From an optimization exercise on the open Yosys and OpenROAD flow, aimed at small area, a short achievable clock period and few clock cycles; shortcuts taken in it are not production practice.
Only simulation tests tie the RTL to the original design; equivalence was not proved.
Power is estimated from default activity; no workload was simulated.

Setup of run A:
## t1_codec
module t1_codec (
    input  wire        clk,
    input  wire        rst,
    input  wire        tx_in_valid,
    output wire        tx_in_ready,
    input  wire [7:0]  tx_in_data,
    input  wire        tx_in_crc,
    output wire        tx_out_valid,
    input  wire        tx_out_ready,
    output wire [7:0]  tx_out_data,
    output wire        tx_out_last,
    input  wire        rx_in_valid,
    output wire        rx_in_ready,
    input  wire [7:0]  rx_in_data,
    input  wire        rx_in_crc,
    input  wire        rx_ns_slave,
    input  wire        rx_ns_master,
    input  wire        rx_orig_chained,
    input  wire [7:0]  rx_last_tx_pcb,
    output wire        rx_data_valid,
    input  wire        rx_data_ready,
    output wire [7:0]  rx_data,
    output wire        rx_stat_valid,
    input  wire        rx_stat_ready,
    output wire [7:0]  rx_stat_nad,
    output wire [7:0]  rx_stat_pcb,
    output wire [7:0]  rx_stat_len,
    output wire [1:0]  rx_stat_kind,
    output wire [15:0] rx_stat_cksum,
    output wire [2:0]  rx_stat_code
);
Size: ~130 flip-flops, about 0.0069 mm^2 of cells after synthesis.
==> flow/config.mk <==
export PLATFORM = sky130hd
export DESIGN_NAME = t1_codec
export DESIGN_NICKNAME = t1_codec
export VERILOG_FILES = /design/flow/design.v
export SDC_FILE = /design/flow/constraint.sdc
export NUM_CORES = 4
export LEC_CHECK = 0
export CAP_MARGIN = 20
export CORE_MARGIN = 2
export CORE_UTILIZATION = 40
export SETUP_SLACK_MARGIN = 2.0
export SLEW_MARGIN = 20
==> flow/constraint.sdc <==
create_clock -name core_clock -period 4.0 [get_ports {clk}]
set_input_delay 0.8000 -clock core_clock [delete_from_list [all_inputs] [get_ports {clk}]]
set_output_delay 0.8000 -clock core_clock [all_outputs]
set_load 0.01 [all_outputs]
run.sh (not shown) runs the stock make flow with config.mk's settings and CLKGATE_MAP_FILE= SYNTH_SCRIPT=/design/flow/synth_recipe.tcl, a recipe that flattens the netlist after the stock synthesis.
Per the final summary, run A finished and its layout is clean on timing, DRC and antenna.
Testbench counts of run A, summed over its fixed seeds: cycles 17,575.
Input-level comparison between run B and run A:
# run A
export LEC_CHECK = 0
export CAP_MARGIN = 20
export CORE_MARGIN = 2
export CORE_UTILIZATION = 40
export SETUP_SLACK_MARGIN = 2.0
export SLEW_MARGIN = 20
create_clock -name core_clock -period 4.0 [get_ports {clk}]
# run B
export LEC_CHECK = 0
export ABC_AREA = 1
export CAP_MARGIN = 20
export CORE_MARGIN = 2
export CORE_UTILIZATION = 40
export SETUP_SLACK_MARGIN = 2.4
export SLEW_MARGIN = 20
create_clock -name core_clock -period 4.0 [get_ports {clk}]
Notes after the runs:
Reported net switching power in run B is 0.15 mW above run A. Power density over cell area went down by more than 10% going from run A to run B. | total core area | lower: run A |.
The following lists how run C was set up differently from run B:
# run B
export LEC_CHECK = 0
export ABC_AREA = 1
export CAP_MARGIN = 20
export CORE_MARGIN = 2
export CORE_UTILIZATION = 40
export SETUP_SLACK_MARGIN = 2.4
export SLEW_MARGIN = 20
create_clock -name core_clock -period 4.0 [get_ports {clk}]
# run C
export LEC_CHECK = 0
export CAP_MARGIN = 20
export CORE_MARGIN = 2
export CORE_UTILIZATION = 40
export SETUP_SLACK_MARGIN = 2.3
export SLEW_MARGIN = 20
create_clock -name core_clock -period 4.0 [get_ports {clk}]
Relative to run B, part of the power in combinational logic has increased by 0.3 points in run C. Diff run B and run C: number of ordinary inverters in the final layout higher in run B. Compared with run B, run C shows a lower register share of total power. Run C against run B: die area lost about 6%, met3 wire length lost 290 um, post-route cell area lost 4.6%.

* * *

t1_codec, a different RTL version from the one above (not shown whole).
Size: about 620 cells after synthesis, about 100 I/O pins.
Settings: LEC_CHECK=0, ABC_AREA=1, CAP_MARGIN=20, CORE_MARGIN=2, CORE_UTILIZATION=40, SETUP_SLACK_MARGIN=1.7, SLEW_MARGIN=20, BUFFER_PORTS_ARGS=-buffer_cell sky130_fd_sc_hd__buf_1, CTS_ARGS=-sink_clustering_enable -repair_clock_nets -dont_use_dummy_load -sink_clustering_size 30 -sink_clustering_max_diameter 80 -buf_list {sky130_fd_sc_hd__clkbuf_4 sky130_fd_sc_hd__clkbuf_8}; clock period 4.0 ns.
standard.sh (not shown) runs the stock make flow with config.mk's settings and CLKGATE_MAP_FILE= SYNTH_SCRIPT=/design/flow/synth_recipe.tcl, a recipe that flattens the netlist after the stock synthesis.
==> flow/flow/run.sh <==
#!/bin/bash
# The standard layout, with: plain buffers on the ports; sizing free to
# change a cell's footprint; a clock tree of larger clusters of small
# clock buffers without dummy loads; and an delay-constrained (map -D), area-recovering ABC mapping
# script (flow/abc_area.script) in place of ORFS's (ABC_AREA is set).
# Everything else, registers included, is the standard synthesis and flow.
set -euo pipefail
here=$(pwd)
rm -rf "$here/scripts"
cp -r "$FLOW_HOME/scripts" "$here/scripts"
cp "$here/flow/abc_area.script" "$here/scripts/abc_area.script"
cat >> config.mk <<'MK'
export BUFFER_PORTS_ARGS = -buffer_cell sky130_fd_sc_hd__buf_1
export CTS_ARGS = -sink_clustering_enable -repair_clock_nets -dont_use_dummy_load -sink_clustering_size 30 -sink_clustering_max_diameter 80 -buf_list {sky130_fd_sc_hd__clkbuf_4 sky130_fd_sc_hd__clkbuf_8}
MK
bash standard.sh MATCH_CELL_FOOTPRINT=0 SCRIPTS_DIR="$here/scripts" finish > standard.log 2>&1
==> flow/flow/abc_area.script <==
strash
dch -f
map -D 1000
topo
stime -c
buffer -c
upsize -c
dnsize -c
The starting point went through all stages and came out clean.
Testbench counts at the start, summed over its fixed seeds: cycles 17,575.
==> next run, changes <==
- SETUP_SLACK_MARGIN: 1.7 -> 1.95
What happened: The new run completed with no timing, DRC or antenna violations. Global-route usage rises by 0.74 points. Setup slack gets better by 0.17 ns. Final area rises by about 3.3%. Synthesized cell count does not change.
==> next run, changes <==
- SETUP_SLACK_MARGIN: 1.95 -> 1.5
Synthesized cell count does not change.
Final cell count fell by 2.8%.
Power shrinks by 1.7%.
Area after synthesis stays the same.
==> next run, changes <==
- SETUP_SLACK_MARGIN: 1.5 -> 2.0
- count of clock-buffer cells in the layout is unchanged
- fmax grows by about a fifth
- setup slack is better by 0.41 ns
- hold slack is worse by 0.034 ns
- final cell count grows by a few percent
- sequential cell count does not change
- critical path depth does not change
- power grows by a few percent
- via count grows by a few percent
==> next run, changes <==
==> flow/flow/abc_area.script (replaced) <==
strash
dch -f
map -D 800
topo
stime -c
buffer -c
upsize -c
dnsize -c
- SETUP_SLACK_MARGIN: 2.0 -> 1.95
The changed run finished with timing, DRC and antenna clean. Setup slack is worse by 0.018 ns. Sequential share of layout area falls by 0.31 points. Core utilization falls by 1.6 points. Routed wire length rises by 11%. Synthesized cell count rises by 11%. Total power rises by 5.6%. Non-clock buffer count falls by 2.

* * *

t1_codec with an RTL version that a note above also has.
Size in the first run: about 130 flip-flops.
==> flow/design.v (excerpt) <==
module t1_codec (
    input  wire        clk,
    input  wire        rst,
    input  wire        tx_in_valid,
    output wire        tx_in_ready,
    input  wire [7:0]  tx_in_data,
    input  wire        tx_in_crc,
    output wire        tx_out_valid,
    input  wire        tx_out_ready,
    output wire [7:0]  tx_out_data,
    output wire        tx_out_last,
    input  wire        rx_in_valid,
    output wire        rx_in_ready,
    input  wire [7:0]  rx_in_data,
    input  wire        rx_in_crc,
    input  wire        rx_ns_slave,
    input  wire        rx_ns_master,
    input  wire        rx_orig_chained,
    input  wire [7:0]  rx_last_tx_pcb,
    output wire        rx_data_valid,
    input  wire        rx_data_ready,
    output wire [7:0]  rx_data,
    output wire        rx_stat_valid,
    input  wire        rx_stat_ready,
    output wire [7:0]  rx_stat_nad,
    output wire [7:0]  rx_stat_pcb,
    output wire [7:0]  rx_stat_len,
    output wire [1:0]  rx_stat_kind,
    output wire [15:0] rx_stat_cksum,
    output wire [2:0]  rx_stat_code
);
    t1_tx_framer u_tx (
        .clk      (clk),
        .rst      (rst),
        .in_valid (tx_in_valid),
        .in_ready (tx_in_ready),
        .in_data  (tx_in_data),
        .in_crc   (tx_in_crc),
        .out_valid(tx_out_valid),
        .out_ready(tx_out_ready),
        .out_data (tx_out_data),
        .out_last (tx_out_last)
    );
    t1_rx_deframer u_rx (
        .clk         (clk),
        .rst         (rst),
        .in_valid    (rx_in_valid),
        .in_ready    (rx_in_ready),
  ...
clock: 4.0 ns
lec_check: 0
abc_area: 1
cap_margin: 20
core_margin: 2
core_utilization: 40
setup_slack_margin: 2.3
slew_margin: 20
buffer_ports_args: -buffer_cell sky130_fd_sc_hd__buf_2
==> flow/flow/run.sh <==
#!/bin/bash
# The standard layout, with plain buffers on the ports and sizing free to
# change a cell's footprint.
set -euo pipefail
cat >> config.mk <<'MK'
export BUFFER_PORTS_ARGS = -buffer_cell sky130_fd_sc_hd__buf_2
MK
bash standard.sh MATCH_CELL_FOOTPRINT=0 finish > standard.log 2>&1
The starting point finished with timing, DRC and antenna clean.
Testbench counts at the start, summed over its fixed seeds: cycles 17,575.
Next try:
--- a/flow/config.mk
+++ b/flow/config.mk
@@ -11,3 +11,3 @@
 export CORE_UTILIZATION = 40
-export SETUP_SLACK_MARGIN = 2.3
+export SETUP_SLACK_MARGIN = 2.0
 export SLEW_MARGIN = 20
What happened:
- The changed run went through all stages and came out clean
- power came out lower by 2.2%
- cell area came out lower by 15%
- flip-flop and latch count stays the same
- wire length came out lower by 13%
- area after synthesis does not change
- non-clock buffer count came out lower by 100
- utilization came out lower by 8.7 points
- clock skew barely changes
- hold slack degrades by 0.0035 ns
- global-route usage came out lower by 2.2 points
- die area is unchanged
Next try:
==> flow/flow/run.sh (replaced) <==
#!/bin/bash
# The standard layout, with plain buffers on the ports, sizing free to
# change a cell's footprint, and a clock tree of fewer, larger clusters
# without dummy loads.
set -euo pipefail
cat >> config.mk <<'MK'
export BUFFER_PORTS_ARGS = -buffer_cell sky130_fd_sc_hd__buf_2
export CTS_ARGS = -sink_clustering_enable -repair_clock_nets -dont_use_dummy_load -sink_clustering_size 30 -sink_clustering_max_diameter 80
MK
bash standard.sh MATCH_CELL_FOOTPRINT=0 finish > standard.log 2>&1
--- a/flow/config.mk
+++ b/flow/config.mk
@@ -14 +14,2 @@
 export BUFFER_PORTS_ARGS = -buffer_cell sky130_fd_sc_hd__buf_2
+export CTS_ARGS = -sink_clustering_enable -repair_clock_nets -dont_use_dummy_load -sink_clustering_size 30 -sink_clustering_max_diameter 80
Result:
- design area drops by 2.7%
- synthesized cell count does not change
- final cell count drops by 1.4%
- non-clock buffer count fell by 4
Next try:
==> flow/run.sh (new file) <==
#!/bin/bash
# synth_recipe.tcl (not shown) runs the flow's synth.tcl, then flattens the netlist and writes it again
# the make line also repeats each setting of config.mk as NAME=value (left out here)
make -C /OpenROAD-flow-scripts/flow DESIGN_CONFIG=/design/flow/config.mk WORK_HOME=/design/flow/orfs CLKGATE_MAP_FILE= SYNTH_SCRIPT=/design/flow/synth_recipe.tcl finish
==> flow/config.mk (replaced) <==
export PLATFORM = sky130hd
export DESIGN_NAME = t1_codec
export DESIGN_NICKNAME = t1_codec
export VERILOG_FILES = /design/flow/design.v
export SDC_FILE = /design/flow/constraint.sdc
export NUM_CORES = 4
export LEC_CHECK = 0
export ABC_AREA = 1
export CAP_MARGIN = 20
export CORE_MARGIN = 2
export CORE_UTILIZATION = 60
export SETUP_SLACK_MARGIN = 2.0
export SLEW_MARGIN = 20
removed: flow/flow/run.sh
removed: flow/standard.sh
Outcome: The changed run finished with timing, DRC and antenna clean. Sequential power hardly moves. Fmax is lower by 6.5%. Clock power rises by 32%. Worst hold slack degrades by 0.0045 ns. Die area decreases by 32%. Non-clock buffer count climbs by 24. Global-route usage climbs by 13 points.

[afterwards: timing with drivers on the ports]
Ports are ideal in the flow. The routed layouts listed here were re-timed in OpenROAD.
Step 1 assumes that a clkbuf_16 drives the clock port and a buf_2 every other input.
Step 2 moves the port delays by t, midway between the first and last clock arrival at a register: inputs arrive t later, outputs are due t later. That takes back most of the time a late clock gives input paths.
a / b / c = ideal / step 1 / step 2; a / b = the first two.
| run | t (ns) | setup WS [ns] | clock arrival spread, ns | worst register clock-pin slew, ns | worst data-port slew with drivers (ns) |
|---|---|---|---|---|---|
| run A | 0.463 | 1.863 / 1.848 / 1.385 | 0.007 / 0.007 | 0.06 / 0.06 | 0.06 |
| run B | 0.475 | 2.044 / 2.000 / 1.712 | 0.013 / 0.013 | 0.07 / 0.07 | 0.04 |
| run C | 0.468 | 1.808 / 1.808 / 1.349 | 0.011 / 0.011 | 0.06 / 0.06 | 0.09 |
| the first run of note 2 | 0.403 | 1.801 / 1.774 / 1.515 | 0.029 / 0.030 | 0.11 / 0.11 | 0.05 |
| the second run of note 2 | 0.412 | 1.967 / 1.934 / 1.704 | 0.028 / 0.028 | 0.11 / 0.11 | 0.05 |
| the third run of note 2 | 0.401 | 1.551 / 1.505 / 1.402 | 0.031 / 0.030 | 0.11 / 0.11 | 0.06 |
| the fourth run of note 2 | 0.406 | 1.959 / 1.934 / 1.689 | 0.037 / 0.037 | 0.12 / 0.12 | 0.05 |
| the fifth run of note 2 | 0.398 | 1.940 / 1.917 / 1.711 | 0.032 / 0.031 | 0.12 / 0.12 | 0.04 |
| the first run of note 3 | 0.470 | 2.050 / 2.005 / 1.795 | 0.012 / 0.012 | 0.06 / 0.06 | 0.07 |
| the second run of note 3 | 0.462 | 2.049 / 2.001 / 1.625 | 0.010 / 0.010 | 0.06 / 0.06 | 0.09 |
| the third run of note 3 | 0.453 | 2.053 / 2.005 / 1.669 | 0.027 / 0.027 | 0.06 / 0.06 | 0.08 |
| the fourth run of note 3 | 0.464 | 1.917 / 1.917 / 1.554 | 0.010 / 0.010 | 0.06 / 0.06 | 0.04 |
After both steps setup and hold are still met in every run listed. The setup slack of run A, which loses most, moves by -0.015 ns with the drivers and by -0.478 ns with both steps.
